What follows belongs to an exercise in optimizing a design on an open flow for a short achievable clock period and few clock cycles; a production flow would make more cautious choices. No run shown here included a check of the RTL's function; only the layout flow was run. In run 1 the design's own scripts or RTL, not TritonCTS, make the clock network. The clock input has no modelled driver; a real chip could not lean on it and would need a root buffer or a full tree. Power figures rest on the tool's default switching activity, not on a simulated workload.

### flow/run.sh
#!/bin/bash
# Layout: the standard ORFS flow (standard.sh: standard synthesis,
# floorplan, placement, routing), except that the clock tree is built by
# flow/cts_hook.tcl in place of TritonCTS: the clock port drives four
# clkinv_16, each driving several clkinv_8 that each drive about
# FLAT_CTS_LEAF flip-flops, so every register's clock passes the same two
# inverters; the timing repair may resize cells to other footprints. The
# make output goes to standard_flow.log; every tool's own log is under
# orfs/logs/.
set -euo pipefail
here=$(pwd)
export FLAT_CTS_LEAF=20
export FLAT_CTS_TOP_CELL=sky130_fd_sc_hd__clkinv_16
export FLAT_CTS_LEAF_CELL=sky130_fd_sc_hd__clkinv_8
bash standard.sh PRE_CTS_TCL="$here/flow/cts_hook.tcl" MATCH_CELL_FOOTPRINT=0 finish > "$here/standard_flow.log" 2>&1
### flow/cts_hook.tcl
# Clock tree of two levels: the clock port drives a few top cells, each
# driving several leaf cells; each leaf cell drives a cluster of about
# FLAT_CTS_LEAF flip-flops. The cells are clkbuf_16 unless FLAT_CTS_TOP_CELL
# and FLAT_CTS_LEAF_CELL name others (two inverters keep the clock's sense).
# Clusters come from a size-balanced k-means on placed positions and the
# cells sit at their cluster's centre, so every register sees the same two
# stages. Replaces TritonCTS, whose deeper tree has a larger insertion delay
# for this small design.

# points: list of {id x y}; returns {assignment centres sizes}
proc flat_cts_cluster { points nk } {
  set n [llength $points]
  set sx 0; set sy 0
  foreach s $points { set sx [expr {$sx + [lindex $s 1]}]; set sy [expr {$sy + [lindex $s 2]}] }
  set mx [expr {double($sx) / $n}]; set my [expr {double($sy) / $n}]
  set ang {}
  foreach s $points { lappend ang [list [expr {atan2([lindex $s 2] - $my, [lindex $s 1] - $mx)}] $s] }
  set ang [lsort -real -index 0 $ang]
  set cent {}
  for {set k 0} {$k < $nk} {incr k} {
    set s [lindex [lindex $ang [expr {int(($k + 0.5) * $n / $nk)}]] 1]
    lappend cent [list [expr {double([lindex $s 1])}] [expr {double([lindex $s 2])}]]
  }
  set cap [expr {int(ceil(double($n) / $nk))}]
  for {set iter 0} {$iter < 40} {incr iter} {
    set pairs {}
    set i 0
    foreach s $points {
      for {set k 0} {$k < $nk} {incr k} {
        set c [lindex $cent $k]
        set d [expr {abs([lindex $s 1] - [lindex $c 0]) + abs([lindex $s 2] - [lindex $c 1])}]
        lappend pairs [list $d $i $k]
      }
      incr i
    }
    set pairs [lsort -real -index 0 $pairs]
    set asg [lrepeat $n -1]
    set cnt [lrepeat $nk 0]
    foreach p $pairs {
      lassign $p d i k
      if {[lindex $asg $i] >= 0} continue
      if {[lindex $cnt $k] >= $cap} continue
      lset asg $i $k
      lset cnt $k [expr {[lindex $cnt $k] + 1}]
    }
    set newc {}
    for {set k 0} {$k < $nk} {incr k} { lappend newc [list 0.0 0.0 0] }
    set i 0
    foreach s $points {
      set k [lindex $asg $i]
      lassign [lindex $newc $k] ax ay ac
      lset newc $k [list [expr {$ax + [lindex $s 1]}] [expr {$ay + [lindex $s 2]}] [expr {$ac + 1}]]
      incr i
    }
    set cent {}
    foreach c $newc {
      lassign $c ax ay ac
      if {$ac == 0} { set ac 1 }
      lappend cent [list [expr {$ax / $ac}] [expr {$ay / $ac}]]
    }
  }
  return [list $asg $cent $cnt]
}

proc flat_cts_buffer { block master name cx cy innet } {
  set opin X
  if { [$master findMTerm Y] != "NULL" } { set opin Y }
  set inst [odb::dbInst_create $block $master $name]
  set net [odb::dbNet_create $block "net_$name"]
  $net setSigType CLOCK
  set w [$master getWidth]; set h [$master getHeight]
  $inst setLocation [expr {int($cx - $w / 2)}] [expr {int($cy - $h / 2)}]
  $inst setPlacementStatus PLACED
  [$inst findITerm A] connect $innet
  [$inst findITerm $opin] connect $net
  return $net
}

proc clock_tree_synthesis { args } {
  set leafsize 30
  if { [info exists ::env(FLAT_CTS_LEAF)] } { set leafsize $::env(FLAT_CTS_LEAF) }
  set ntop 4
  if { [info exists ::env(FLAT_CTS_TOP)] } { set ntop $::env(FLAT_CTS_TOP) }
  set block [ord::get_db_block]
  set db [ord::get_db]
  set clknet [$block findNet clk]
  set topcell sky130_fd_sc_hd__clkbuf_16
  set leafcell sky130_fd_sc_hd__clkbuf_16
  if { [info exists ::env(FLAT_CTS_TOP_CELL)] } { set topcell $::env(FLAT_CTS_TOP_CELL) }
  if { [info exists ::env(FLAT_CTS_LEAF_CELL)] } { set leafcell $::env(FLAT_CTS_LEAF_CELL) }
  set topmaster [$db findMaster $topcell]
  set master [$db findMaster $leafcell]
  set sinks {}
  set its {}
  set i 0
  foreach it [$clknet getITerms] {
    set bx [[$it getInst] getBBox]
    lappend sinks [list $i [expr {([$bx xMin] + [$bx xMax]) / 2.0}] [expr {([$bx yMin] + [$bx yMax]) / 2.0}]]
    lappend its $it
    incr i
  }
  set n [llength $sinks]
  set nleaf [expr {int(ceil(double($n) / $leafsize))}]
  if {$nleaf < $ntop} { set ntop $nleaf }
  puts "flat CTS: $n sinks, $nleaf leaf buffers, $ntop top buffers"
  lassign [flat_cts_cluster $sinks $nleaf] lasg lcent lcnt
  puts "flat CTS: leaf cluster sizes $lcnt"
  set leaves {}
  set k 0
  foreach c $lcent { lappend leaves [list $k [lindex $c 0] [lindex $c 1]]; incr k }
  lassign [flat_cts_cluster $leaves $ntop] tasg tcent tcnt
  puts "flat CTS: top cluster sizes $tcnt"
  set topnets {}
  for {set t 0} {$t < $ntop} {incr t} {
    lassign [lindex $tcent $t] cx cy
    lappend topnets [flat_cts_buffer $block $topmaster "clkbuf_top_$t" $cx $cy $clknet]
  }
  set leafnets {}
  for {set k 0} {$k < $nleaf} {incr k} {
    lassign [lindex $lcent $k] cx cy
    lappend leafnets [flat_cts_buffer $block $master "clkbuf_leaf_$k" $cx $cy [lindex $topnets [lindex $tasg $k]]]
  }
  set i 0
  foreach it $its {
    $it disconnect
    $it connect [lindex $leafnets [lindex $lasg $i]]
    incr i
  }
  set_propagated_clock [all_clocks]
}
### standard.sh
#!/bin/bash
# synth_recipe.tcl (not shown) runs the flow's synth.tcl, then flattens the netlist and writes it again
# the make line also repeats each setting of config.mk as NAME=value (left out here)
make -C /OpenROAD-flow-scripts/flow DESIGN_CONFIG=/design/flow/config.mk WORK_HOME=/design/flow/orfs CLKGATE_MAP_FILE= SYNTH_SCRIPT=/design/flow/synth_recipe.tcl "${@:-finish}"
### config.mk
export PLATFORM = sky130hd
export DESIGN_NAME = line_rasterizer
export DESIGN_NICKNAME = line_rasterizer
export VERILOG_FILES = /design/flow/design.v
export SDC_FILE = /design/flow/constraint.sdc
export NUM_CORES = 4
export LEC_CHECK = 0
export CAP_MARGIN = 20
export CORE_MARGIN = 2
export CORE_UTILIZATION = 55
export PLACE_DENSITY = 0.7
export SETUP_SLACK_MARGIN = 2.5
export SLEW_MARGIN = 20
### constraint.sdc
create_clock -name core_clock -period 4.0 [get_ports {clk}]
set_input_delay 0.8000 -clock core_clock [delete_from_list [all_inputs] [get_ports {clk}]]
set_output_delay 0.8000 -clock core_clock [all_outputs]
set_load 0.01 [all_outputs]
### design.v
module lr_add #(parameter W = 9) (
    input  wire [W-1:0] a,
    input  wire [W-1:0] b,
    input  wire         ci,
    output wire [W-1:0] s,
    output wire         co
);
    reg [W-1:0] g, p, gn, pn, c, px;
    integer i, d;
    always @(*) begin
        px = a ^ b;
        p  = a | b;
        gn[0] = (a[0] & b[0]) | (p[0] & ci);
        pn[0] = p[0];
        for (i = 1; i < W; i = i + 1) begin
            if (i == 1)
                gn[i] = (a[1] & b[1]) | ((p[1] & a[0]) & b[0]) | ((p[1] & p[0]) & ci);
            else
                gn[i] = (a[i] & b[i]) | ((p[i] & a[i-1]) & b[i-1]);
            pn[i] = p[i] & p[i-1];
        end
        g = gn;
        p = pn;
        for (d = 2; d < W; d = d * 2) begin
            gn = g;
            pn = p;
            for (i = d; i < W; i = i + 1) begin
                gn[i] = g[i] | (p[i] & g[i-d]);
                pn[i] = p[i] & p[i-d];
            end
            g = gn;
            p = pn;
        end
        c = {g[W-2:0], ci};
    end
    assign s  = px ^ c;
    assign co = g[W-1];
endmodule
module lr_part9 (
    input  wire [8:0]  a,
    input  wire [8:0]  b,
    input  wire        ci,
    output wire [17:0] part        
);
    wire [3:0] l, m0, m1;
    wire [2:0] h0, h1;
    wire [4:0] unused_co;
    lr_add #(4) u_l  (.a({1'b0, a[2:0]}), .b({1'b0, b[2:0]}), .ci(ci),   .s(l),  .co(unused_co[0]));
    lr_add #(4) u_m0 (.a({1'b0, a[5:3]}), .b({1'b0, b[5:3]}), .ci(1'b0), .s(m0), .co(unused_co[1]));
    lr_add #(4) u_m1 (.a({1'b0, a[5:3]}), .b({1'b0, b[5:3]}), .ci(1'b1), .s(m1), .co(unused_co[2]));
    lr_add #(3) u_h0 (.a(a[8:6]), .b(b[8:6]), .ci(1'b0), .s(h0), .co(unused_co[3]));
    lr_add #(3) u_h1 (.a(a[8:6]), .b(b[8:6]), .ci(1'b1), .s(h1), .co(unused_co[4]));
    assign part = {h1, h0, m1, m0, l};
endmodule
module line_rasterizer (
    input  wire       clk,
    input  wire       rst,      
    input  wire       start,
    input  wire [7:0] x0,
    input  wire [7:0] y0,
    input  wire [7:0] x1,
    input  wire [7:0] y1,
    output wire       ready,
    output wire       write,
    output wire [7:0] x,
    output wire [7:0] y,
    output wire       done
);
    function [8:0] res9;
        input [17:0] pt;
        reg   [3:0]  m;
        begin
            m    = pt[3] ? pt[11:8] : pt[7:4];
            res9 = {(m[3] ? pt[17:15] : pt[14:12]), m[2:0], pt[2:0]};
        end
    endfunction
    reg        a_v;
    reg  [7:0] a_x0, a_y0, a_x1, a_y1;
    reg        rdy_n_q;            
    wire       rdy = !rdy_n_q;
    reg        rdy_o;              
    assign ready = rdy_o;
    reg        b_v;
    reg  [7:0] b_x0, b_y0;
    reg  [17:0] b_dx, b_nx, b_dy, b_ny;    
    reg        c_v;
    reg  [7:0] c_x0, c_y0;
    reg  [8:0] c_dx, c_nx, c_dy, c_ny;
    reg        d_v;
    reg  [7:0] d_x0, d_y0;
    reg  [7:0] d_adx, d_ady;
    reg  [7:0] d_adx_n, d_ady_n;   
    reg        d_sxn, d_syn;       
    reg        e_v;
    reg  [7:0] e_x0, e_y0;
    reg  [7:0] e_adx, e_ady;
    reg        e_sxn, e_syn;
    reg  [17:0] e_dmn, e_nmd, e_kx, e_ky;  
    reg        e_zero;             
    reg        f_v;
    reg  [7:0] f_x0, f_y0;
    reg  [7:0] f_adx, f_ady;
    reg        f_sxn, f_syn;
    reg  [8:0] f_dmn, f_nmd, f_kx, f_ky;
    reg        f_zero;
    reg        g_v;
    reg  [7:0] g_x0, g_y0;
    reg        g_sxn, g_syn, g_xm;
    reg  [7:0] g_m;                
    reg        g_last;             
    reg  [8:0] g_k;                
    reg  [8:0] g_ka;               
    reg  [7:0] g_kb;               
    reg        h_v;
    reg  [7:0] h_x0, h_y0, h_ux, h_uy;
    reg        h_sxn, h_syn, h_xm;
    reg  [7:0] h_m;
    reg        h_z1, h_z2, h_last;
    reg  [8:0] h_k0, h_ka;
    reg  [7:0] h_kb;
    reg  [17:0] h_sa, h_sb, h_sc;          
    reg        i_v;
    reg  [7:0] i_x0, i_y0, i_ux, i_uy;
    reg        i_sxn, i_syn, i_xm;
    reg  [7:0] i_m;
    reg        i_z1, i_z2, i_last;
    reg  [8:0] i_k0, i_k1;         
    reg  [8:0] i_c0, i_c1, i_c2;   
    reg        wr_n_q, dn_n_q;     
    wire       wr = !wr_n_q;
    wire       dn = !dn_n_q;
    reg        wr_o, dn_o;         
    reg  [7:0] xo, yo;             
    reg  [7:0] xq_n, yq_n;         
    wire [7:0] xq = ~xq_n;
    wire [7:0] yq = ~yq_n;
    reg  [7:0] ux, uy;             
    reg        sxn, syn, xm;
    reg  [7:0] r;                  
    reg        z1, z2;             
    reg  [8:0] kk;                 
    reg  [8:0] kk_n;               
    wire [8:0] kkb = ~kk_n;
    wire       st = !kk[8];        
    reg        dp;                 
    reg        first;              
    reg  [8:0] k1h;                
    reg  [8:0] c0, c1, c2;         
    reg  [4:0] a0l, a1l, a2l;      
    reg  [4:0] a0h0, a1h0, a2h0;   
    reg  [4:0] a0h1, a1h1, a2h1;   
    assign write = wr_o;
    assign done  = dn_o;
    assign x     = xo;
    assign y     = yo;
    reg  q_free, i_free, h_free, g_free, f_free, e_free, d_free, c_free, b_free;
    wire take   = i_v && q_free;                
    wire accept = start && rdy;
    wire run    = wr && !dn;                    
    wire [17:0] dxp, nxp, dyp, nyp;
    lr_part9 u_dx (.a({1'b0, a_x1}), .b(~{1'b0, a_x0}), .ci(1'b1), .part(dxp));
    lr_part9 u_nx (.a({1'b0, a_x0}), .b(~{1'b0, a_x1}), .ci(1'b1), .part(nxp));
    lr_part9 u_dy (.a({1'b0, a_y1}), .b(~{1'b0, a_y0}), .ci(1'b1), .part(dyp));
    lr_part9 u_ny (.a({1'b0, a_y0}), .b(~{1'b0, a_y1}), .ci(1'b1), .part(nyp));
    wire [17:0] dmnp, nmdp, kxp, kyp;
    lr_part9 u_dmn (.a({1'b0, d_adx}), .b({1'b1, d_ady_n}),          .ci(1'b1),       .part(dmnp));
    lr_part9 u_nmd (.a({1'b0, d_ady}), .b({1'b1, d_adx_n}),          .ci(1'b1),       .part(nmdp));
    lr_part9 u_kx  (.a({1'b0, d_ady}), .b({2'b11, d_adx_n[7:1]}),    .ci(d_adx_n[0]), .part(kxp));
    lr_part9 u_ky  (.a({1'b0, d_adx}), .b({2'b11, d_ady_n[7:1]}),    .ci(d_ady_n[0]), .part(kyp));
    wire [17:0] sap, sbp, scp;
    lr_part9 u_sa (.a(g_k),  .b(g_ka),          .ci(1'b0), .part(sap));
    lr_part9 u_sb (.a(g_k),  .b({1'b0, g_kb}),  .ci(1'b0), .part(sbp));
    lr_part9 u_sc (.a(g_ka), .b({1'b0, g_kb}),  .ci(1'b0), .part(scp));
    reg  [7:0] n_ux, n_uy;
    integer i;
    always @(*) begin
        for (i = 0; i < 8; i = i + 1) begin
            n_ux[i] = &((g_x0 ^ {8{g_sxn}}) | ~((8'd1 << i) - 8'd1));
            n_uy[i] = &((g_y0 ^ {8{g_syn}}) | ~((8'd1 << i) - 8'd1));
        end
    end
    wire [4:0] a0l_n, a1l_n, a2l_n, a0h0_n, a1h0_n, a2h0_n, a0h1_n, a1h1_n, a2h1_n;
    wire [8:0] unused_co7;
    lr_add #(5) u_a0l  (.a({1'b0, kk[3:0]}), .b({1'b0, c0[3:0]}), .ci(1'b0), .s(a0l_n),  .co(unused_co7[0]));
    lr_add #(5) u_a1l  (.a({1'b0, kk[3:0]}), .b({1'b0, c1[3:0]}), .ci(1'b0), .s(a1l_n),  .co(unused_co7[1]));
    lr_add #(5) u_a2l  (.a({1'b0, kk[3:0]}), .b({1'b0, c2[3:0]}), .ci(1'b0), .s(a2l_n),  .co(unused_co7[2]));
    lr_add #(5) u_a0h0 (.a(kk[8:4]), .b(c0[8:4]), .ci(1'b0), .s(a0h0_n), .co(unused_co7[3]));
    lr_add #(5) u_a1h0 (.a(kk[8:4]), .b(c1[8:4]), .ci(1'b0), .s(a1h0_n), .co(unused_co7[4]));
    lr_add #(5) u_a2h0 (.a(kk[8:4]), .b(c2[8:4]), .ci(1'b0), .s(a2h0_n), .co(unused_co7[5]));
    lr_add #(5) u_a0h1 (.a(kkb[8:4]), .b(c0[8:4]), .ci(1'b1), .s(a0h1_n), .co(unused_co7[6]));
    lr_add #(5) u_a1h1 (.a(kkb[8:4]), .b(c1[8:4]), .ci(1'b1), .s(a1h1_n), .co(unused_co7[7]));
    lr_add #(5) u_a2h1 (.a(kkb[8:4]), .b(c2[8:4]), .ci(1'b1), .s(a2h1_n), .co(unused_co7[8]));
    wire [8:0] a0 = {(a0l[4] ? a0h1 : a0h0), a0l[3:0]};
    wire [8:0] a1 = {(a1l[4] ? a1h1 : a1h0), a1l[3:0]};
    wire [8:0] a2 = {(a2l[4] ? a2h1 : a2h0), a2l[3:0]};
    wire [8:0] kk_nx = (dp && st) ? a2 : ((dp || st) ? a1 : a0);
    wire mvx = xm || st;
    wire mvy = !xm || st;
    wire [7:0] x_st = xq ^ ux;
    wire [7:0] y_st = yq ^ uy;
    reg  [7:0] ux_st, uy_st, r_nx;
    always @(*) begin
        for (i = 0; i < 8; i = i + 1) begin
            ux_st[i] = &(({xq[7:1], !xq[0]} ^ {8{sxn}}) | ~((8'd1 << i) - 8'd1));
            uy_st[i] = &(({yq[7:1], !yq[0]} ^ {8{syn}}) | ~((8'd1 << i) - 8'd1));
            r_nx[i]  = r[i] ^ ~|(r & ((8'd1 << i) - 8'd1));
        end
    end
    wire a_vn  = accept || (a_v && !b_free);
    wire b_vn  = a_v || !b_free;
    wire c_vn  = b_v || !c_free;
    wire d_vn  = c_v || !d_free;
    wire e_vn  = d_v || !e_free;
    wire f_vn  = e_v || !f_free;
    wire g_vn  = f_v || !g_free;
    wire h_vn  = g_v || !h_free;
    wire i_vn  = h_v || !i_free;
    wire w_n   = take || run;
    wire dn_n  = take ? i_last : (run && z1);
    wire q_fn  = !w_n || dn_n;
    wire i_fn  = !i_vn || q_fn;
    wire h_fn  = !h_vn || i_fn;
    wire g_fn  = !g_vn || h_fn;
    wire f_fn  = !f_vn || g_fn;
    wire e_fn  = !e_vn || f_fn;
    wire d_fn  = !d_vn || e_fn;
    wire c_fn  = !c_vn || d_fn;
    wire b_fn  = !b_vn || c_fn;
    wire rdy_n = !(rdy || (a_v && !b_free)) || b_fn;
    always @(posedge clk) begin
        if (rst) begin
            a_v    <= 1'b0;
            b_v    <= 1'b0;
            c_v    <= 1'b0;
            d_v    <= 1'b0;
            e_v    <= 1'b0;
            f_v    <= 1'b0;
            g_v    <= 1'b0;
            h_v    <= 1'b0;
            i_v    <= 1'b0;
            wr_n_q <= 1'b1;
            dn_n_q <= 1'b1;
            wr_o   <= 1'b0;
            dn_o   <= 1'b0;
            rdy_n_q <= 1'b0;
            rdy_o  <= 1'b1;
            q_free <= 1'b1;
            h_free <= 1'b1;
            i_free <= 1'b1;
            g_free <= 1'b1;
            f_free <= 1'b1;
            e_free <= 1'b1;
            d_free <= 1'b1;
            c_free <= 1'b1;
            b_free <= 1'b1;
        end else begin
            a_v    <= a_vn;
            b_v    <= b_vn;
            c_v    <= c_vn;
            d_v    <= d_vn;
            e_v    <= e_vn;
            f_v    <= f_vn;
            g_v    <= g_vn;
            h_v    <= h_vn;
            i_v    <= i_vn;
            wr_n_q <= !w_n;
            dn_n_q <= !dn_n;
            wr_o   <= w_n;
            dn_o   <= dn_n;
            rdy_n_q <= !rdy_n;
            rdy_o  <= rdy_n;
            q_free <= q_fn;
            h_free <= h_fn;
            i_free <= i_fn;
            g_free <= g_fn;
            f_free <= f_fn;
            e_free <= e_fn;
            d_free <= d_fn;
            c_free <= c_fn;
            b_free <= b_fn;
        end
        if (rdy) begin
            a_x0 <= x0;
            a_y0 <= y0;
            a_x1 <= x1;
            a_y1 <= y1;
        end
        if (b_free) begin
            b_x0  <= a_x0;
            b_y0  <= a_y0;
            b_dx  <= dxp;
            b_nx  <= nxp;
            b_dy  <= dyp;
            b_ny  <= nyp;
        end
        if (c_free) begin
            c_x0 <= b_x0;
            c_y0 <= b_y0;
            c_dx <= res9(b_dx);
            c_nx <= res9(b_nx);
            c_dy <= res9(b_dy);
            c_ny <= res9(b_ny);
        end
        if (d_free) begin
            d_x0  <= c_x0;
            d_y0  <= c_y0;
            d_adx <= c_dx[8] ? c_nx[7:0] : c_dx[7:0];
            d_ady <= c_dy[8] ? c_ny[7:0] : c_dy[7:0];
            d_adx_n <= ~(c_dx[8] ? c_nx[7:0] : c_dx[7:0]);
            d_ady_n <= ~(c_dy[8] ? c_ny[7:0] : c_dy[7:0]);
            d_sxn <= c_dx[8];
            d_syn <= c_dy[8];
        end
        if (e_free) begin
            e_x0   <= d_x0;
            e_y0   <= d_y0;
            e_adx  <= d_adx;
            e_ady  <= d_ady;
            e_sxn  <= d_sxn;
            e_syn  <= d_syn;
            e_dmn  <= dmnp;
            e_nmd  <= nmdp;
            e_kx   <= kxp;
            e_ky   <= kyp;
            e_zero <= (d_adx == 8'd0) && (d_ady == 8'd0);
        end
        if (f_free) begin
            f_x0   <= e_x0;
            f_y0   <= e_y0;
            f_adx  <= e_adx;
            f_ady  <= e_ady;
            f_sxn  <= e_sxn;
            f_syn  <= e_syn;
            f_dmn  <= res9(e_dmn);
            f_nmd  <= res9(e_nmd);
            f_kx   <= res9(e_kx);
            f_ky   <= res9(e_ky);
            f_zero <= e_zero;
        end
        if (g_free) begin
            g_x0   <= f_x0;
            g_y0   <= f_y0;
            g_sxn  <= f_sxn;
            g_syn  <= f_syn;
            g_xm   <= !f_dmn[8];
            g_m    <= f_dmn[8] ? f_ady : f_adx;
            g_last <= f_zero;
            g_k    <= f_dmn[8] ? f_ky : f_kx;
            g_ka   <= f_dmn[8] ? f_dmn : f_nmd;
            g_kb   <= f_dmn[8] ? f_adx : f_ady;
        end
        if (h_free) begin
            h_x0   <= g_x0;
            h_y0   <= g_y0;
            h_ux   <= n_ux;
            h_uy   <= n_uy;
            h_sxn  <= g_sxn;
            h_syn  <= g_syn;
            h_xm   <= g_xm;
            h_m    <= g_m;
            h_z1   <= g_m == 8'd1;
            h_z2   <= g_m == 8'd2;
            h_last <= g_last;
            h_k0   <= g_k;
            h_ka   <= g_ka;
            h_kb   <= g_kb;
            h_sa   <= sap;
            h_sb   <= sbp;
            h_sc   <= scp;
        end
        if (i_free) begin
            i_x0   <= h_x0;
            i_y0   <= h_y0;
            i_ux   <= h_ux;
            i_uy   <= h_uy;
            i_sxn  <= h_sxn;
            i_syn  <= h_syn;
            i_xm   <= h_xm;
            i_m    <= h_m;
            i_z1   <= h_z1;
            i_z2   <= h_z2;
            i_last <= h_last;
            i_k0   <= h_k0;
            i_k1   <= h_k0[8] ? res9(h_sb) : res9(h_sa);
            i_c0   <= {h_kb, 1'b0};
            i_c1   <= res9(h_sc);
            i_c2   <= {h_ka[7:0], 1'b0};
        end
        xo <= take ? i_x0 : ((run && mvx) ? x_st : xq);
        yo <= take ? i_y0 : ((run && mvy) ? y_st : yq);
        xq_n <= ~(take ? i_x0 : ((run && mvx) ? x_st : xq));
        yq_n <= ~(take ? i_y0 : ((run && mvy) ? y_st : yq));
        ux <= take ? i_ux : ((run && mvx) ? ux_st : ux);
        uy <= take ? i_uy : ((run && mvy) ? uy_st : uy);
        r  <= take ? i_m  : r_nx;
        z1 <= take ? i_z1 : z2;
        z2 <= take ? i_z2 : (r == 8'd3);
        kk <= take ? i_k0 : (first ? k1h : kk_nx);
        kk_n <= ~(take ? i_k0 : (first ? k1h : kk_nx));
        dp <= st;
        first <= take;
        k1h <= i_k1;
        a0l  <= a0l_n;
        a1l  <= a1l_n;
        a2l  <= a2l_n;
        a0h0 <= a0h0_n;
        a1h0 <= a1h0_n;
        a2h0 <= a2h0_n;
        a0h1 <= a0h1_n;
        a1h1 <= a1h1_n;
        a2h1 <= a2h1_n;
        if (take) begin
            sxn <= i_sxn;
            syn <= i_syn;
            xm  <= i_xm;
            c0  <= i_c0;
            c1  <= i_c1;
            c2  <= i_c2;
        end
    end
endmodule
==> summary.md, run 1 <==
| Metric | Value |
|---|---|
| Status | `no timing/DRC/antenna violations` |
| F_max | `610.4 MHz` |
| Die Y | `249.9 um` |
| RSZ-0062 raised after global routing | `yes` |
| Most common cell in the netlist | `edfxtp_1` |
| Area fraction of the dominant cell type after synthesis | `0.6213` |
| RR Endpoint | `rdy_o` |
| FF+latch count, synth | `823` |
| Synth top area cells | `edfxtp_1, ha_1, dfxtp_1, mux2_2, inv_1` |
| Crit Path Category | `flip-flop to flip-flop` |
| Die area | `62440 um^2` |
| Ant diodes | `0` |
| CP startpoint | `wr_n_q` |
| Mapped Cells | `2144` |
| Final WL | `54.12 mm` |
| Rel. slew slack | `0.5607` |
| Fraction of registers with async set or reset after synthesis | `0` |
| Maximum vdd drop | `0.4597 mV` |
| Final Power | `23.31 mW` |
| Pwr Density | `630.4 nW/um^2` |
| Min-Delay Path Class | `flip-flop to flip-flop` |
| Clock latency on the worst-skew pair | `0.29 ns` |
| Clk_skew | `0.04974 ns` |
| Vias per cell | `5.187` |
| Via count | `16162` |
| First-pass GRT wire length | `85.53 mm` |
| DRT antenna net count | `0` |
| CP arrival | `1.81 ns` |
| Ys flop type | `edfxtp_1` |
| Leading area contributor after synthesis | `edfxtp_1` |
| Initial Util | `0.5540` |
| Worst reg2reg path depth | `5` |
| Setup ws final | `2.362 ns` |
| Mapped cell area | `33250 um^2` |
| Synth cell types | `56` |
| Layout area overhead | `11.22%` |
| Leakage | `14.86 nW` |
| Syn Area/Cell | `15.51 um^2` |
| R2R setup slack | `2.36 ns` |
| EDFF count, synth | `688` |
| Hpwl dp | `36.08 mm` |
| CP startpoint kind | `flip-flop` |
| Final setup TNS | `0 ns` |
| Period utilisation layout | `0.4096` |
| Ports | `54` |
| GRT Residual Overflow | `0` |
| Worst-margin pin slew | `0.6589 ns` |
| Vias in the first global route | `16311` |
| Max-Cap Viols | `0` |
| Period minus WS final | `1.638 ns` |
| Die Wd | `249.9 um` |
| WL/cell | `17.37 um` |
| Initial antenna violation count | `0` |
| Post-Syn Nets | `2404` |
| Remaining DRCs | `0` |
| Final hold violation count | `0` |
| Largest net degree at the start of global routing | `80` |
| GRT Overall Usage | `0.1698` |
| Post-synth top cells | `edfxtp_1, ha_1, inv_1` |
| Core area | `60020 um^2` |
| CP endpoint | `rdy_o` |
| Cell row count | `90` |
| DRT Pass-1 Iters | `5` |
| Pre-CTS WS | `1.383 ns` |
| Layout cell share with drive strength beyond 1 | `0.1774` |
| Worst-path clk slew | `0.09 ns` |
| Seq/Total Area, Yosys | `0.7026` |
| Data required time at the worst endpoint | `4.17 ns` |
| GPL Wtd Cong | `0.8159` |
| Reg2Reg Launch Point | `wr_n_q` |
| Quantity of I/O buffers inserted on ports | `53` |
| Worst-path maximum fanout | `5` |
| Layout net count | `2596` |
| Pins Over Slew Limit | `0` |
| Final setup viols | `0` |
| YS warnings | `4` |
| Worst setup EP type | `flip-flop` |
| Hold buffers post-CTS | `0` |
| Count of routing violations after the opening detailed-route iteration | `857` |
| Final core occ | `0.6162` |
==> flip-flops by register name, indices dropped and copies added (netlist names), 11 cells and up <==
name and flops:
h_sc 18, b_ny 11, h_sb 18, e_nmd 18, b_nx 11, e_ky 18, b_dy 18, e_dmn 18
b_dx 18, h_sa 18, e_kx 18
==> worst min path at each step <==
stage	start	endpoint	slack (ns)	cells past startpoint
2_1_floorplan	i_k1[0]	k1h[0]	0.32	0
6_report	i_k1[4]	k1h[4]	0.33	0
5_1_grt	i_k1[4]	k1h[4]	0.35	0
3_3_place_gp	i_k1[1]	k1h[1]	0.33	0
3_5_place_dp	i_k1[6]	k1h[6]	0.33	0
4_1_cts	i_k1[4]	k1h[4]	0.33	0
==> report_power, final <==
group          internal [mW]  total (mW)  leakage, nW  switching (mW)
sequential              12.5        13.8         8.41            1.30
clock                  0.487        3.33        0.335            2.85
combinational           3.23        6.13         6.12            2.91
total                   16.3        23.3         14.9            7.06
==> layer usage <==
layer  share of wire  wire length [um]  up-vias  track usage
met3           0.028              1509       67      0.01471
met1            0.43             23050     7886       0.2185
met2            0.53             28590      199       0.3182
met5               0                 0        -            0
met4           0.018               966        0      0.02651
li1                -                 -     8010            -
==> stage by stage <==
stage | cells | hold slack (ns) | area, um^2
floorplan | 2144 | 0.3233 | 33310
finish | 3116 | 0.3313 | 36980
global placement | 2951 | 0.3305 | 34730
detailed placement | 2951 | 0.3269 | 34730
CTS | 3059 | 0.3283 | 36300
global route | 3116 | 0.3451 | 36980
==> layout by cell type (no fill, tap or decap), drive strengths merged, types with 31 or more instances in the layout <==
cell           instances
buf                  144
mux2                 112
clkdlybuf4s50         33
inv                  219
o21bai                37
nand3                 31
mux2i                 65
xnor2                 92
ha                   223
xor2                  60
edfxtp               688
dfxtp                135
clkinv                46
nor2                  93
a21oi                 68
nand2                 78
==> kinds of logic (layout without fill, tap and decap cells) <==
group / after synthesis / after routing / share of synthesized area
xor gates and xnor gates: 152 / 152 / 0.04004
adders and majority gates: 225 / 225 / 0.08512
muxes: 177 / 177 / 0.05750
DFF: 823 / 823 / 0.7026
buffers and inverters: 255 / 445 / 0.02905
AOI/OAI and AO/OA: 227 / 227 / 0.04508
and+or+nand+nor: 285 / 285 / 0.04060
==> critical path, stage by stage (launching register included) <==
cell and delay (ns):
dfxtp_2 0.34, or3b_4 0.41, a2111oi_4 0.31, buf_6 0.17, nand3_4 0.07, a211o_1 0.23
==> final cells by class <==
| type | count | area [um^2] |
|---|---|---|
| Sequential cell | 823 | 23430 |
| Fill cell | 4346 | 23040 |
| Tap cell | 782 | 978.4 |
| Multi-Input combinational cell | 1066 | 9316 |
| Timing Repair Buffer | 180 | 1630 |
| Inverter | 265 | 1633 |
==> timing repair <==
action	4_1_cts	5_1_grt
setup endpoints to repair	481	209
buffers inserted	60	57
cloned	2	0
resized for setup	143	77
pin swaps	6	24
==> run 2, diff against run 1 <==
==> design.v (replaced) <==
module line_rasterizer (
    input  wire       clk,
    input  wire       rst,      
    input  wire       start,
    input  wire [7:0] x0,
    input  wire [7:0] y0,
    input  wire [7:0] x1,
    input  wire [7:0] y1,
    output wire       ready,
    output reg        write,
    output reg  [7:0] x,
    output reg  [7:0] y,
    output reg        done
);
    localparam [1:0] S_WAIT        = 2'd0,
                     S_UPDATE      = 2'd1,
                     S_UPDATE_NEXT = 2'd2,
                     S_DRAW        = 2'd3;
    reg        [1:0]  state;
    reg        [7:0]  ex, ey;      
    reg        [7:0]  dx;          
    reg signed [8:0]  dy;          
    reg signed [1:0]  sx, sy;      
    reg signed [10:0] err;         
    assign ready = (state == S_WAIT);
    wire signed [8:0] diff_x = $signed({1'b0, ex}) - $signed({1'b0, x});
    wire signed [8:0] diff_y = $signed({1'b0, ey}) - $signed({1'b0, y});
    wire signed [11:0] err2 = {err, 1'b0};
    wire signed [11:0] dx_w = $signed({4'b0, dx});
    wire signed [11:0] dy_w = {{3{dy[8]}}, dy};
    wire c1       = (err2 >= dy_w);
    wire c2       = (err2 <= dx_w);
    wire at_end   = (x == ex) && (y == ey);
    wire x_at_end = (x == ex);
    wire y_at_end = (y == ey);
    wire [7:0] x_step = x + {{6{sx[1]}}, sx};
    wire [7:0] y_step = y + {{6{sy[1]}}, sy};
    wire signed [10:0] dx_e = $signed({3'b0, dx});
    wire signed [10:0] dy_e = {{2{dy[8]}}, dy};
    reg finish;
    always @(*) begin
        finish = 1'b0;
        if (at_end)
            finish = 1'b1;
        else if (c1 && !c2 && x_at_end)
            finish = 1'b1;
        else if (!c1 && y_at_end)
            finish = 1'b1;
    end
    always @(posedge clk) begin
        if (rst) begin
            state <= S_WAIT;
            x     <= 8'd0;
            y     <= 8'd0;
            ex    <= 8'd0;
            ey    <= 8'd0;
            dx    <= 8'd0;
            dy    <= 9'sd0;
            sx    <= 2'sd0;
            sy    <= 2'sd0;
            err   <= 11'sd0;
            write <= 1'b0;
            done  <= 1'b0;
        end else begin
            case (state)
                S_WAIT: begin
                    done <= 1'b0;
                    if (start) begin
                        x     <= x0;
                        y     <= y0;
                        ex    <= x1;
                        ey    <= y1;
                        state <= S_UPDATE;
                    end
                end
                S_UPDATE: begin
                    dx    <= diff_x[8] ? -diff_x[7:0] : diff_x[7:0];
                    dy    <= diff_y[8] ? diff_y : -diff_y;
                    sx    <= diff_x[8] ? -2'sd1 : (diff_x == 9'sd0 ? 2'sd0 : 2'sd1);
                    sy    <= diff_y[8] ? -2'sd1 : (diff_y == 9'sd0 ? 2'sd0 : 2'sd1);
                    state <= S_UPDATE_NEXT;
                end
                S_UPDATE_NEXT: begin
                    err   <= dx_e + dy_e;
                    write <= 1'b1;
                    state <= S_DRAW;
                end
                S_DRAW: begin
                    if (finish) begin
                        write <= 1'b0;
                        done  <= 1'b1;
                        state <= S_WAIT;
                    end else if (c1 && c2) begin
                        x   <= x_step;
                        y   <= y_step;
                        err <= err + dx_e + dy_e;
                    end else if (c1) begin
                        x   <= x_step;
                        err <= err + dy_e;
                    end else begin
                        y   <= y_step;
                        err <= err + dx_e;
                    end
                end
            endcase
        end
    end
endmodule
==> run.sh (new file) <==
#!/bin/bash
# synth_recipe.tcl (not shown) runs the flow's synth.tcl, then flattens the netlist and writes it again
# the make line also repeats each setting of config.mk as NAME=value (left out here)
make -C /OpenROAD-flow-scripts/flow DESIGN_CONFIG=/design/flow/config.mk WORK_HOME=/design/flow/orfs CLKGATE_MAP_FILE= SYNTH_SCRIPT=/design/flow/synth_recipe.tcl finish
--- a/config.mk
+++ b/config.mk
@@ -7,7 +7,6 @@
 export LEC_CHECK = 0
 export CAP_MARGIN = 20
 export CORE_MARGIN = 2
-export CORE_UTILIZATION = 55
-export PLACE_DENSITY = 0.7
-export SETUP_SLACK_MARGIN = 2.5
+export CORE_UTILIZATION = 40
+export PLACE_DENSITY = 0.6
 export SLEW_MARGIN = 20
removed: flow/run.sh
removed: flow/cts_hook.tcl
removed: standard.sh
==> summary.md, run 2 <==
| Metric | Value |
|---|---|
| Status | `no timing/DRC/antenna violations` |
| Worst setup EP type | `flip-flop` |
| Area fraction of the dominant cell type after synthesis | `0.2083 (-0.4131)` |
| GPL Wtd Cong | `0.9124 (+12%)` |
| Die Y | `130.9 um (-48%)` |
| Synth cell types | `67 (+20%)` |
| Leakage | `3.169 nW (-79%)` |
| Remaining DRCs | `0 (unchanged)` |
| Worst-path maximum fanout | `5 (unchanged)` |
| Rel. slew slack | `0.3542 (-0.2065)` |
| Vias in the first global route | `5407 (-67%)` |
| CTS buffer count | `9` |
| Period utilisation layout | `0.9209 (+0.5114)` |
| Final Instance Area | `7513 um^2 (-80%)` |
| Cell row count | `46 (-49%)` |
| Worst-path cell chain | `ha_1 -> fa_1 -> a21o_1 -> a221o_1 -> o41ai_2 -> xnor2_1 -> ha_1 -> nor4_1 -> a21oi_1 -> o311ai_0 -> o21ai_0 -> o31ai_1 -> a311oi_1 -> o32ai_1` |
| Regs by FF count | `err x11, dy x9` |
| GRT Residual Overflow | `0 (unchanged)` |
| Final setup TNS | `0 ns (unchanged)` |
| Most used cell along the critical path | `ha_1` |
| Mapped cell area | `6440 um^2 (-81%)` |
| Quantity of I/O buffers inserted on ports | `53 (unchanged)` |
| Commonest cells after routing, fill and taps aside | `ha_1, nor2_1, nand2_1` |
| Max clock buf depth | `2` |
| GRT Overall Usage | `0.2027 (+0.03288)` |
| CTS H-tree depth | `3` |
| Final hold violation count | `0 (unchanged)` |
| Leading area contributor after synthesis | `dfxtp_1` |
| DRT Pass-1 Iters | `5 (unchanged)` |
| Fraction of registers with async set or reset after synthesis | `0 (unchanged)` |
| Synth top area cells | `dfxtp_1, ha_1, xnor2_1, a21oi_1, nor2_1` |
| Max-Cap Viols | `0 (unchanged)` |
| EDFF count, synth | `0 (-100%)` |
| Worst-path clk slew | `0.06 ns (-0.03 ns)` |
| Initial antenna violation count | `0 (unchanged)` |
| RSZ-0062 raised after global routing | `no` |
| Layout cell share with drive strength beyond 1 | `0.05814 (-0.1192)` |
| Largest net degree at the start of global routing | `38 (-53%)` |
| CTS root buf | `clkbuf_16` |
| Core area | `15830 um^2 (-74%)` |
| Critical-path top delay cell | `fa_1` |
| First-pass GRT wire length | `27.08 mm (-68%)` |
| Most common cell in the netlist | `ha_1` |
| Seq/Total Area, Yosys | `0.2083 (-0.4943)` |
| F_max | `271.5 MHz (-56%)` |
| Crit Path Category | `flip-flop to flip-flop` |
| Layout area overhead | `16.67%` |
| Placement Cell Area | `7198 um^2 (-79%)` |
| Hpwl dp | `12.94 mm (-64%)` |
| YS warnings | `1 (-3)` |
| Post-CTS setup repair buffer count | `0 (-100%)` |
| Count of routing violations after the opening detailed-route iteration | `355 (-59%)` |
| Worst-margin pin slew | `0.9687 ns (+0.3098 ns)` |
| Largest Register | `err` |
| Post-CTS Resized | `0 (-100%)` |
| Via count | `5792 (-64%)` |
| FF+latch count, synth | `67 (-92%)` |
| Syn Area/Cell | `7.980 um^2 (-49%)` |
| Vias per cell | `5.383 (+3.8%)` |
| Ys flop type | `dfxtp_1` |
| Clk_skew | `0.006262 ns (-0.04348 ns)` |
| CP Buf/Inv Count | `0 (-1)` |
| Ports | `54 (unchanged)` |
| Die Wd | `130.9 um (-48%)` |
| CP peak stage delay | `0.41 ns (about the same)` |
| DRT antenna net count | `0 (unchanged)` |
| Period minus WS final | `3.684 ns (+2.045 ns)` |
| Most common cell after layout, fill and taps aside | `ha_1` |
| Clk sink count | `67` |
| Post-synth top cells | `ha_1, nor2_1, nand2_1` |
| Worst path top cell family by delay | `compound AO/OA/AOI/OAI gates` |
| Fill cells | `1602 (-63%)` |
| Maximum vdd drop | `0.3408 mV (-26%)` |
| Mapped Cells | `807 (-62%)` |
| WL/cell | `15.38 um (-11%)` |
| Final WL | `16.54 mm (-69%)` |
| Pwr Density | `847.4 nW/um^2 (+34%)` |
| R2R setup slack | `0.32 ns (-2.05 ns)` |
| Data required time at the worst endpoint | `4.21 ns (+0.04 ns)` |
| Initial Util | `0.4069 (-0.1471)` |
| CP startpoint kind | `flip-flop` |
| Final setup viols | `0 (unchanged)` |
| CP arrival | `3.89 ns (+2.08 ns)` |
| Ant diodes | `0 (unchanged)` |
| Post-Syn Nets | `941 (-61%)` |
| Die area | `17130 um^2 (-73%)` |
| CTS tree | `done` |
| Number of flip-flops under the largest register name | `11` |
| Hold buffers post-CTS | `0 (unchanged)` |
| Min-Delay Path Class | `flip-flop to flip-flop` |
| Clock latency on the worst-skew pair | `0.34 ns (+0.05 ns)` |
| Layout net count | `989 (-62%)` |
| Pins Over Slew Limit | `0 (unchanged)` |
[run 2: path summary, 6_finish.rpt]
check,from,cells past startpoint,endpoint
setup / recovery,err[0],14,err[10]
hold / removal,ey[0],2,ey[0]
hold reg to reg,ey[0],2,ey[0]
setup reg to reg,err[0],14,err[10]
[run 2: worst register-to-register path: stages (launching register included)]
cell and delay, ns:
dfxtp_1 0.36, ha_1 0.24, fa_1 0.41, a21o_1 0.21
a221o_1 0.35, o41ai_2 0.29, xnor2_1 0.17, ha_1 0.36
nor4_1 0.07, a21oi_1 0.11, o311ai_0 0.13, o21ai_0 0.31
o31ai_1 0.13, a311oi_1 0.29, o32ai_1 0.13
[run 2: per-stage QoR]
| step | util | hold WS (ns) | setup slack, ns | instances | total power [mW] |
|---|---|---|---|---|---|
| final | 0.4747 | 0.4547 | 0.3164 | 1076 | 6.367 |
| after global routing | 0.4747 | 0.4738 | 0.03638 | 1076 | 6.986 |
| after CTS | 0.4742 | 0.4559 | 0.1284 | 1076 | 6.394 |
| after detailed placement | 0.4548 | 0.4484 | 0.1505 | 1060 | 5.511 |
| after global placement | 0.4548 | 0.4433 | 0.2476 | 1060 | 5.496 |
| after floorplan | - | 0.4363 | 0.5892 | 807 | 4.404 |
[run 2: cell families (layout without fill, tap and decap cells)]
kind of cell | Yosys count | after routing | share of synthesized area
AO/OA/AOI/OAI | 233 | 233 | 0.2518
adder cells (fa/ha/maj) | 99 | 99 | 0.2017
AND/OR/NAND/NOR | 243 | 243 | 0.1752
buffers and inverters | 88 | 141 | 0.05537
XOR/XNOR | 62 | 62 | 0.08432
flip-flops | 67 | 67 | 0.2083
multiplexers | 15 | 15 | 0.02331
[run 2: where the power goes]
group	internal, mW	switching (mW)
Clock	0.535	0.311
Combinational	1.85	2.53
Sequential	0.872	0.260
[run 2: final cells by class]
type	instances	area, um^2	share of cell area
clock buffer	15	277.8	0.03697
timing repair buffer	66	623.1	0.08293
inverter	59	221.5	0.02948
sequential	67	1341	0.1785
tap	216	270.3	0.03597
multi-input combinational	652	4750	0.6321
clock inverter	1	30.03	0.003997
[run 2: layer usage]
metal | GRT usage | vias to the layer above | routed length (um)
met5 | 0 | - | 0
li1 | - | 3026 | -
met3 | 0.02036 | 20 | 503
met2 | 0.3294 | 102 | 7432
met4 | 0.06571 | 0 | 266
met1 | 0.2831 | 2644 | 8342
==> run 3, diff against run 2 <==
==> design.v (replaced) <==
module line_rasterizer (
    input  wire       clk,
    input  wire       rst,      
    input  wire       start,
    input  wire [7:0] x0,
    input  wire [7:0] y0,
    input  wire [7:0] x1,
    input  wire [7:0] y1,
    output wire       ready,
    output reg        write,
    output reg  [7:0] x,
    output reg  [7:0] y,
    output reg        done
);
    reg        a_v;
    reg  [7:0] a_x0, a_y0, a_x1, a_y1;
    reg        rdy;
    assign ready = rdy;
    reg        b_v;
    reg  [7:0] b_x0, b_y0;
    reg  [7:0] b_adx, b_ady;
    reg        b_sxn, b_syn;       
    reg        c_v;
    reg  [7:0] c_x0, c_y0;
    reg        c_sxn, c_syn, c_xm;
    reg  [7:0] c_m;                
    reg        c_last;             
    reg  signed [8:0] c_k;         
    reg  signed [8:0] c_ka;        
    reg  [7:0] c_kb;               
    reg        sxn, syn, xm;
    reg  [7:0] r;                  
    reg  signed [8:0] k;
    reg  signed [8:0] ka;
    reg  [7:0] kb;
    wire d_free = !write || done;           
    wire c_free = !c_v || d_free;
    wire b_free = !b_v || c_free;
    wire a_free = !a_v || b_free;
    wire take   = c_v && d_free;
    wire accept = start && rdy;
    wire [8:0] ddx = {1'b0, a_x1} - {1'b0, a_x0};
    wire [8:0] ddy = {1'b0, a_y1} - {1'b0, a_y0};
    wire [7:0] ndx = a_x0 - a_x1;
    wire [7:0] ndy = a_y0 - a_y1;
    wire [8:0] dmn  = {1'b0, b_adx} - {1'b0, b_ady};    
    wire       xmaj = !dmn[8];                          
    wire [8:0] nmd  = {1'b0, b_ady} - {1'b0, b_adx};    
    wire signed [8:0] kx = $signed({1'b0, b_ady}) - $signed({1'b0, b_adx[7:1]}) - $signed({8'd0, b_adx[0]});
    wire signed [8:0] ky = $signed({1'b0, b_adx}) - $signed({1'b0, b_ady[7:1]}) - $signed({8'd0, b_ady[0]});
    wire       st     = !k[8];                  
    wire       stepx  = xm || st;
    wire       stepy  = !xm || st;
    wire [7:0] x_nx   = sxn ? x - 8'd1 : x + 8'd1;
    wire [7:0] y_nx   = syn ? y - 8'd1 : y + 8'd1;
    wire signed [8:0] k_a = k + ka;
    wire signed [8:0] k_b = k + $signed({1'b0, kb});
    reg a_vn, b_vn, c_vn, w_n, dn_n;
    always @(*) begin
        if (take) begin
            w_n  = 1'b1;
            dn_n = c_last;
        end else if (write && !done) begin
            w_n  = 1'b1;
            dn_n = (r == 8'd1);
        end else begin
            w_n  = 1'b0;
            dn_n = 1'b0;
        end
        c_vn = b_v || (c_v && !d_free);
        b_vn = a_v || (b_v && !c_free);
        a_vn = rdy || (a_v && !b_free);     
    end
    always @(posedge clk) begin
        if (rst) begin
            a_v   <= 1'b0;
            b_v   <= 1'b0;
            c_v   <= 1'b0;
            write <= 1'b0;
            done  <= 1'b0;
            rdy   <= 1'b1;
        end else begin
            a_v   <= accept || (a_v && !b_free);
            b_v   <= b_vn;
            c_v   <= c_vn;
            write <= w_n;
            done  <= dn_n;
            rdy   <= !a_vn || !b_vn || !c_vn || !w_n || dn_n;
        end
        if (rdy) begin
            a_x0 <= x0;
            a_y0 <= y0;
            a_x1 <= x1;
            a_y1 <= y1;
        end
        if (b_free) begin
            b_x0  <= a_x0;
            b_y0  <= a_y0;
            b_adx <= ddx[8] ? ndx : ddx[7:0];
            b_ady <= ddy[8] ? ndy : ddy[7:0];
            b_sxn <= ddx[8];
            b_syn <= ddy[8];
        end
        if (c_free) begin
            c_x0   <= b_x0;
            c_y0   <= b_y0;
            c_sxn  <= b_sxn;
            c_syn  <= b_syn;
            c_xm   <= xmaj;
            c_m    <= xmaj ? b_adx : b_ady;
            c_last <= (b_adx == 8'd0) && (b_ady == 8'd0);
            c_k    <= xmaj ? kx : ky;
            c_ka   <= xmaj ? nmd : dmn;
            c_kb   <= xmaj ? b_ady : b_adx;
        end
        if (take) begin
            x   <= c_x0;
            y   <= c_y0;
            sxn <= c_sxn;
            syn <= c_syn;
            xm  <= c_xm;
            r   <= c_m;
            k   <= c_k;
            ka  <= c_ka;
            kb  <= c_kb;
        end else if (write && !done) begin
            r <= r - 8'd1;
            if (stepx) x <= x_nx;
            if (stepy) y <= y_nx;
            k <= st ? k_a : k_b;
        end
    end
endmodule
==> summary.md, run 3 <==
| Metric | Value |
|---|---|
| Layout net count | `1044 (+5.6%)` |
| GRT Residual Overflow | `0 (unchanged)` |
| CTS root buf | `clkbuf_16` |
| CP arrival | `3.11 ns (-0.78 ns)` |
| Pwr Density | `560.9 nW/um^2 (-34%)` |
| Layout area overhead | `14.70%` |
| Worst path top cell family by delay | `compound AO/OA/AOI/OAI gates` |
| CP startpoint kind | `flip-flop` |
| Largest net degree at the start of global routing | `54 (+42%)` |
| GRT Overall Usage | `0.1534 (-0.04930)` |
| FF+latch count, synth | `179 (+170%)` |
| Ant diodes | `0 (unchanged)` |
| Final setup viols | `0 (unchanged)` |
| Leading area contributor after synthesis | `edfxtp_1` |
| Worst-path maximum fanout | `11 (+6)` |
| CP peak stage delay | `0.61 ns (+0.20 ns)` |
| Mapped Cells | `842 (+4.3%)` |
| CTS tree | `done` |
| Hpwl dp | `14.27 mm (+10%)` |
| Quantity of I/O buffers inserted on ports | `53 (unchanged)` |
| Vias per cell | `4.938 (-8.3%)` |
| DRT Pass-1 Iters | `5 (unchanged)` |
| Vias in the first global route | `5826 (+7.7%)` |
| Clock network power share | `0.250 (+0.117)` |
| Worst setup EP type | `flip-flop` |
| Ports | `54 (unchanged)` |
| Post-CTS setup repair buffer count | `0 (unchanged)` |
| Reg2Reg Launch Point | `k[8]` |
| Clk sink count | `179 (+170%)` |
| Initial antenna violation count | `1 (+1)` |
| EDFF count, synth | `173 (+173)` |
| Post-synth top cells | `edfxtp_1, ha_1, inv_1` |
| Cell row count | `57 (+24%)` |
| Status | `no timing/DRC/antenna violations` |
| Leakage | `4.677 nW (+48%)` |
| Core area | `24320 um^2 (+54%)` |
| Rel. slew slack | `0.2752 (-0.07900)` |
| Net switching power | `2.093 mW (-33%)` |
| Commonest cells after routing, fill and taps aside | `edfxtp_1, ha_1, inv_1` |
| Hold wc startpoint | `c_kb[3]` |
| Most common cell after layout, fill and taps aside | `edfxtp_1` |
| Count of routing violations after the opening detailed-route iteration | `358 (+0.85%)` |
| Die area | `26060 um^2 (+52%)` |
| Remaining DRCs | `0 (unchanged)` |
| CTS H-tree depth | `4 (+1)` |
| Maximum vdd drop | `0.3218 mV (-5.6%)` |
| Syn Area/Cell | `11.77 um^2 (+48%)` |
| Fraction of registers with async set or reset after synthesis | `0 (unchanged)` |
| Period minus WS final | `2.934 ns (-0.7499 ns)` |
| CTS buffer count | `17 (+8)` |
| Final Power | `6.378 mW (+0.18%)` |
| Worst-path clk slew | `0.07 ns (about the same)` |
| Area fraction of the dominant cell type after synthesis | `0.5240 (+0.3158)` |
| Seq/Total Area, Yosys | `0.5362 (+0.3279)` |
| Post-CTS Resized | `0 (unchanged)` |
| Post-Syn Nets | `986 (+4.8%)` |
| Power share of the combinational group | `0.322 (-0.367)` |
| YS warnings | `1 (unchanged)` |
| Worst-path cell chain | `mux2_2 -> ha_1 -> fa_1 -> a21o_1 -> a21oi_1 -> o21bai_1 -> a21oi_1 -> xnor2_1 -> mux2_2` |
| Critical-path top delay cell | `edfxtp_1` |
| Die Y | `161.4 um (+23%)` |
| Min-Delay Path Class | `flip-flop to flip-flop` |
| WL/cell | `15.53 um (+1.0%)` |
| Final hold violation count | `0 (unchanged)` |
| CP startpoint | `k[8]` |
| Pre-CTS WS | `1.096 ns (+0.9451 ns)` |
| Synth top area cells | `edfxtp_1, ha_1, inv_1, o21ai_0, a21oi_1` |
| CP Buf/Inv Count | `0 (unchanged)` |
| Clock latency on the worst-skew pair | `0.43 ns (+0.09 ns)` |
| Data required time at the worst endpoint | `4.18 ns (-0.03 ns)` |
| Switching share of power | `0.3282 (-0.1596)` |
| Initial Util | `0.4076 (+0.0007472)` |
| Final setup TNS | `0 ns (unchanged)` |
| Layout cell share with drive strength beyond 1 | `0.06024 (+0.002101)` |
| Final Non-Filler Cells | `1237 (+15%)` |
| Synth cell types | `54 (-19%)` |
| Most common cell in the netlist | `edfxtp_1` |
| DRT antenna net count | `0 (unchanged)` |
| First-pass GRT wire length | `31.06 mm (+15%)` |
| Crit Path Category | `flip-flop to flip-flop` |
| Hold buffers post-CTS | `0 (unchanged)` |
| Fill cells | `2214 (+38%)` |
| Setup ws final | `1.066 ns (+0.7499 ns)` |
| RSZ-0062 raised after global routing | `no` |
| Internal | `4.285 mW (+31%)` |
| Max clock buf depth | `2 (unchanged)` |
| Cells after DPL | `1205 (+14%)` |
| Via count | `6108 (+5.5%)` |
| Mapped cell area | `9913 um^2 (+54%)` |
| Die Wd | `161.4 um (+23%)` |
| Worst-margin pin slew | `1.082 ns (+0.1134 ns)` |
| Max-Cap Viols | `0 (unchanged)` |
| Final WL | `19.21 mm (+16%)` |
| Ys flop type | `edfxtp_1` |
| F_max | `340.9 MHz (+26%)` |
| Period utilisation layout | `0.7334 (-0.1875)` |
| Pins Over Slew Limit | `0 (unchanged)` |
| GPL Wtd Cong | `0.8503 (-6.8%)` |
| Clk_skew | `0.01280 ns (+0.006537 ns)` |
| Reg power frac | `0.427 (+0.249)` |
==> run 3: changes by cell type in the layout (fill, tap and decap cells not counted), sizes merged, moves of 11 or more <==
cell | before | now
nand2 | 75 | 60
a211oi | 35 | 4
xnor2 | 41 | 30
o21ai | 35 | 60
dfxtp | 67 | 6
edfxtp | 0 | 173
nand3 | 15 | 4
nor3 | 17 | 1
nor2 | 76 | 49
inv | 57 | 99
==> run 3: per-layer routing <==
| metal | track usage | vias up | part of all wire |
|---|---|---|---|
| met2 | 0.2378 | 75 | 0.46 |
| met5 | 0 | - | 0 |
| li1 | - | 3118 | - |
| met1 | 0.2238 | 2899 | 0.50 |
| met4 | 0.04018 | 0 | 0.0098 |
| met3 | 0.02619 | 16 | 0.027 |
==> run 3: area by class of cell <==
class / instances / area, um^2 / area share
flip-flops and latches: 179 / 5316 / 0.4675
multi-input cells: 547 / 4140 / 0.3641
repair buffers: 59 / 588.1 / 0.05172
clock buffers: 19 / 432.9 / 0.03807
well taps: 324 / 405.4 / 0.03565
inverters: 96 / 362.8 / 0.03191
clock inverters: 13 / 125.1 / 0.01100
==> run 3: cell families after synthesis <==
| family | share of synthesized area |
|---|---|
| AO/OA/AOI/OAI | 0.1212 |
| XOR/XNOR | 0.04594 |
| adder cells (fa/ha/maj) | 0.1484 |
| buffers and inverters | 0.04708 |
| flip-flops | 0.5362 |
| multiplexers | 0.02550 |
| AND/OR/NAND/NOR | 0.07573 |
==> run 3: final timing paths <==
kind | to | slack (ns) | cells past startpoint
hold / removal | kb[3] | 0.41 | 0
hold reg to reg | kb[3] | 0.41 | 0
setup reg to reg | k[6] | 1.07 | 9
setup / recovery | k[6] | 1.07 | 9
==> run 3: per-stage QoR <==
step	cell area [um^2]	hold slack, ns	util
floorplan	9913	0.4003	-
global placement	10810	0.4033	0.4444
detailed placement	10810	0.4045	0.4446
CTS	11370	0.4132	0.4676
global route	11370	0.4196	0.4676
finish	11370	0.4095	0.4676
==> run 3: power groups by stage <==
| stage | Combinational (mW) | Clock, mW | Sequential (mW) |
|---|---|---|---|
| 5_1_grt | 2.33 | 1.71 | 2.76 |
| 3_5_place_dp | 2.04 | 0 | 2.77 |
| 2_1_floorplan | 1.61 | 0 | 2.66 |
| 6_report | 2.06 | 1.60 | 2.73 |
| 3_3_place_gp | 2.04 | 0 | 2.77 |
| 4_1_cts | 2.05 | 1.64 | 2.73 |
==> run 4, diff against run 3 <==
--- a/config.mk
+++ b/config.mk
@@ -5,8 +5,10 @@
 export SDC_FILE = /design/flow/constraint.sdc
 export NUM_CORES = 4
 export LEC_CHECK = 0
+export ABC_CLOCK_PERIOD_IN_PS = 1500
 export CAP_MARGIN = 20
 export CORE_MARGIN = 2
 export CORE_UTILIZATION = 40
 export PLACE_DENSITY = 0.6
+export SETUP_SLACK_MARGIN = 2.5
 export SLEW_MARGIN = 20
==> summary.md, run 4 <==
| Metric | Value |
|---|---|
| Initial antenna violation count | `0 (-1)` |
| Worst-path clk slew | `0.07 ns (about the same)` |
| Die Wd | `161.4 um (unchanged)` |
| Pins Over Slew Limit | `0 (unchanged)` |
| Clk sink count | `179 (unchanged)` |
| Min-Delay Path Class | `flip-flop to flip-flop` |
| Pwr Density | `595.1 nW/um^2 (+6.1%)` |
| DRT Pass-1 Iters | `5 (unchanged)` |
| GPL Wtd Cong | `0.8541 (+0.45%)` |
| Quantity of I/O buffers inserted on ports | `53 (unchanged)` |
| Final core occ | `0.5948 (+0.1273)` |
| Ports | `54 (unchanged)` |
| Layout area overhead | `45.93%` |
| Fraction of registers with async set or reset after synthesis | `0 (unchanged)` |
| Maximum vdd drop | `0.3838 mV (+19%)` |
| Synth cell types | `54 (unchanged)` |
| Cell row count | `57 (unchanged)` |
| Worst setup EP type | `flip-flop` |
| Mapped cell area | `9913 um^2 (unchanged)` |
| Synth top area cells | `edfxtp_1, ha_1, inv_1, o21ai_0, a21oi_1` |
| Max-Cap Viols | `0 (unchanged)` |
| Status | `no timing/DRC/antenna violations` |
| Rel. slew slack | `0.7198 (+0.4446)` |
| Ant diodes | `0 (unchanged)` |
| Worst-path maximum fanout | `4 (-7)` |
| Syn Area/Cell | `11.77 um^2 (unchanged)` |
| GRT Overall Usage | `0.1897 (+0.03625)` |
| Max clock buf depth | `2 (unchanged)` |
| Largest net degree at the start of global routing | `36 (-33%)` |
| Commonest cells after routing, fill and taps aside | `edfxtp_1, buf_4, inv_1` |
| Period minus WS final | `2.523 ns (-0.4108 ns)` |
| Final Instance Area | `14470 um^2 (+27%)` |
| Area fraction of the dominant cell type after synthesis | `0.5240 (unchanged)` |
| Hold buffers post-CTS | `0 (unchanged)` |
| Mapped Cells | `842 (unchanged)` |
| Vias per cell | `5.150 (+4.3%)` |
| Remaining DRCs | `0 (unchanged)` |
| YS warnings | `1 (unchanged)` |
| Post-Syn Nets | `986 (unchanged)` |
| CTS H-tree depth | `4 (unchanged)` |
| Final setup TNS | `0 ns (unchanged)` |
| CTS tree | `done` |
| Die area | `26060 um^2 (unchanged)` |
| FF+latch count, synth | `179 (unchanged)` |
| Ys flop type | `edfxtp_1` |
| Post-synth top cells | `edfxtp_1, ha_1, inv_1` |
| F_max | `396.4 MHz (+16%)` |
| Final setup viols | `0 (unchanged)` |
| Data required time at the worst endpoint | `4.18 ns (about the same)` |
| Die Y | `161.4 um (unchanged)` |
| EDFF count, synth | `173 (unchanged)` |
| Leading area contributor after synthesis | `edfxtp_1` |
| Period utilisation layout | `0.6307 (-0.1027)` |
| Final hold violation count | `0 (unchanged)` |
| Placement Cell Area | `11050 um^2 (+2.2%)` |
| Clk_skew | `0.01911 ns (+0.006309 ns)` |
| Seq/Total Area, Yosys | `0.5362 (unchanged)` |
| Initial Util | `0.4076 (unchanged)` |
| First-pass GRT wire length | `38.18 mm (+23%)` |
| CP startpoint kind | `flip-flop` |
| RSZ-0062 raised after global routing | `yes` |
| CP arrival | `2.70 ns (-0.41 ns)` |
| Via count | `7293 (+19%)` |
| Crit Path Category | `flip-flop to flip-flop` |
| Core area | `24320 um^2 (unchanged)` |
| Leakage | `5.882 nW (+26%)` |
| Vias in the first global route | `7169 (+23%)` |
| Fill cells | `1841 (-17%)` |
| Layout cell share with drive strength beyond 1 | `0.4304 (+0.3702)` |
| Most common cell in the netlist | `edfxtp_1` |
| R2R setup slack | `1.48 ns (+0.41 ns)` |
| Hpwl dp | `14.17 mm (-0.68%)` |
| Layout net count | `1223 (+17%)` |
| Worst-margin pin slew | `0.4165 ns (-0.6657 ns)` |
| CTS buffer count | `17 (unchanged)` |
| Count of routing violations after the opening detailed-route iteration | `456 (+27%)` |
| Most common cell after layout, fill and taps aside | `edfxtp_1` |
| WL/cell | `18.26 um (+18%)` |
| Final WL | `25.86 mm (+35%)` |
| CTS root buf | `clkbuf_16` |
| Clock latency on the worst-skew pair | `0.44 ns (about the same)` |
| DRT antenna net count | `0 (unchanged)` |
| GRT Residual Overflow | `0 (unchanged)` |
## run 4: report_power, final
part / leakage (nW) / switching (mW) / total (mW) / internal, mW
logic: 3.80 / 2.13 / 4.27 / 2.14
clock network: 0.272 / 0.746 / 1.62 / 0.871
registers: 1.81 / 0.197 / 2.72 / 2.52
## run 4: layout make-up
| class | instances | area [um^2] | share of cell area |
|---|---|---|---|
| multi-input combinational | 550 | 5515 | 0.3812 |
| tap | 324 | 405.4 | 0.02802 |
| clock inverter | 12 | 120.1 | 0.008303 |
| clock buffer | 20 | 436.7 | 0.03019 |
| timing repair buffer | 232 | 2231 | 0.1542 |
| inverter | 96 | 397.9 | 0.02750 |
| timing repair inverter | 3 | 35.03 | 0.002422 |
| sequential | 179 | 5325 | 0.3681 |
## run 4: timing repair
action | CTS | global route
pin swaps | 71 | 93
gates cloned | 8 | 1
endpoints found under the setup margin | 237 | 171
setup buffers | 116 | 55
gates resized for setup | 243 | 143
## run 4: worst max-delay path, cell delays in order (launching register included)
cell and delay (ns):
edfxtp_1 0.49, buf_4 0.18, buf_4 0.12, buf_6 0.12, mux2_4 0.31, ha_4 0.17, or3_4 0.39, o31ai_2 0.25
xnor2_1 0.15, a21oi_1 0.08
## run 4: final timing paths
check,from,endpoint,cells after the start
min reg2reg,c_sxn,sxn,0
max,k[8],k[8],9
min,c_sxn,sxn,0
max reg2reg,k[8],k[8],9
## run 4: cell families after synthesis
kind of cell | after synthesis | synth area share
xor gates and xnor gates | 52 | 0.04594
muxes | 24 | 0.02550
DFF | 179 | 0.5362
adders and majority gates | 110 | 0.1484
AOI/OAI and AO/OA | 198 | 0.1212
buffers and inverters | 116 | 0.04708
and+or+nand+nor | 163 | 0.07573
## run 4: metrics by stage
stage          worst slack, ns  power [mW]  hold WS, ns  cells
4_1_cts                  1.495       7.665       0.4125   1360
3_5_place_dp             1.144       4.999       0.4045   1204
5_1_grt                  1.372       9.003       0.4250   1416
3_3_place_gp             1.199       4.987       0.4007   1204
6_report                 1.477       8.609       0.4155   1416
2_1_floorplan            1.541       4.485       0.4003    842
## run 4: routing by layer
layer,part of all wire,wire (um),GRT usage
met2,0.50,12990,0.3139
met3,0.051,1314,0.03338
met5,0,0,0
met1,0.43,11070,0.2563
met4,0.019,484,0.05560

## port drivers added, routing unchanged
Ports are ideal in the flow. The routed layouts listed here were re-timed in OpenROAD.
Step 1 sets driving cells, clkbuf_16 on the clock port and buf_2 on the other inputs (assumed; they add their load-dependent delay and slew).
Step 2 adds t to the input delays and takes it off the output delays; t is the mean of the earliest and latest rising clock arrival at the registers after step 1. Input paths then give back, and output paths get back, about the clock's delay inside the block.
a / b / c = ideal ports / drivers / drivers and shift; a / b = the first two.
run	shift t [ns]	setup WS [ns]	pins driven straight from the clock port
run 1	0.510	2.362 / 2.234 / 2.125	4
run 2	0.380	0.316 / 0.316 / 0.316	1
run 3	0.465	1.066 / 1.066 / 1.066	1
run 4	0.478	1.477 / 1.477 / 1.477	1
After both steps setup and hold are still met in every run listed. For run 1, which loses most, drivers alone change the setup slack by -0.128 ns; drivers and shift together by -0.237 ns.
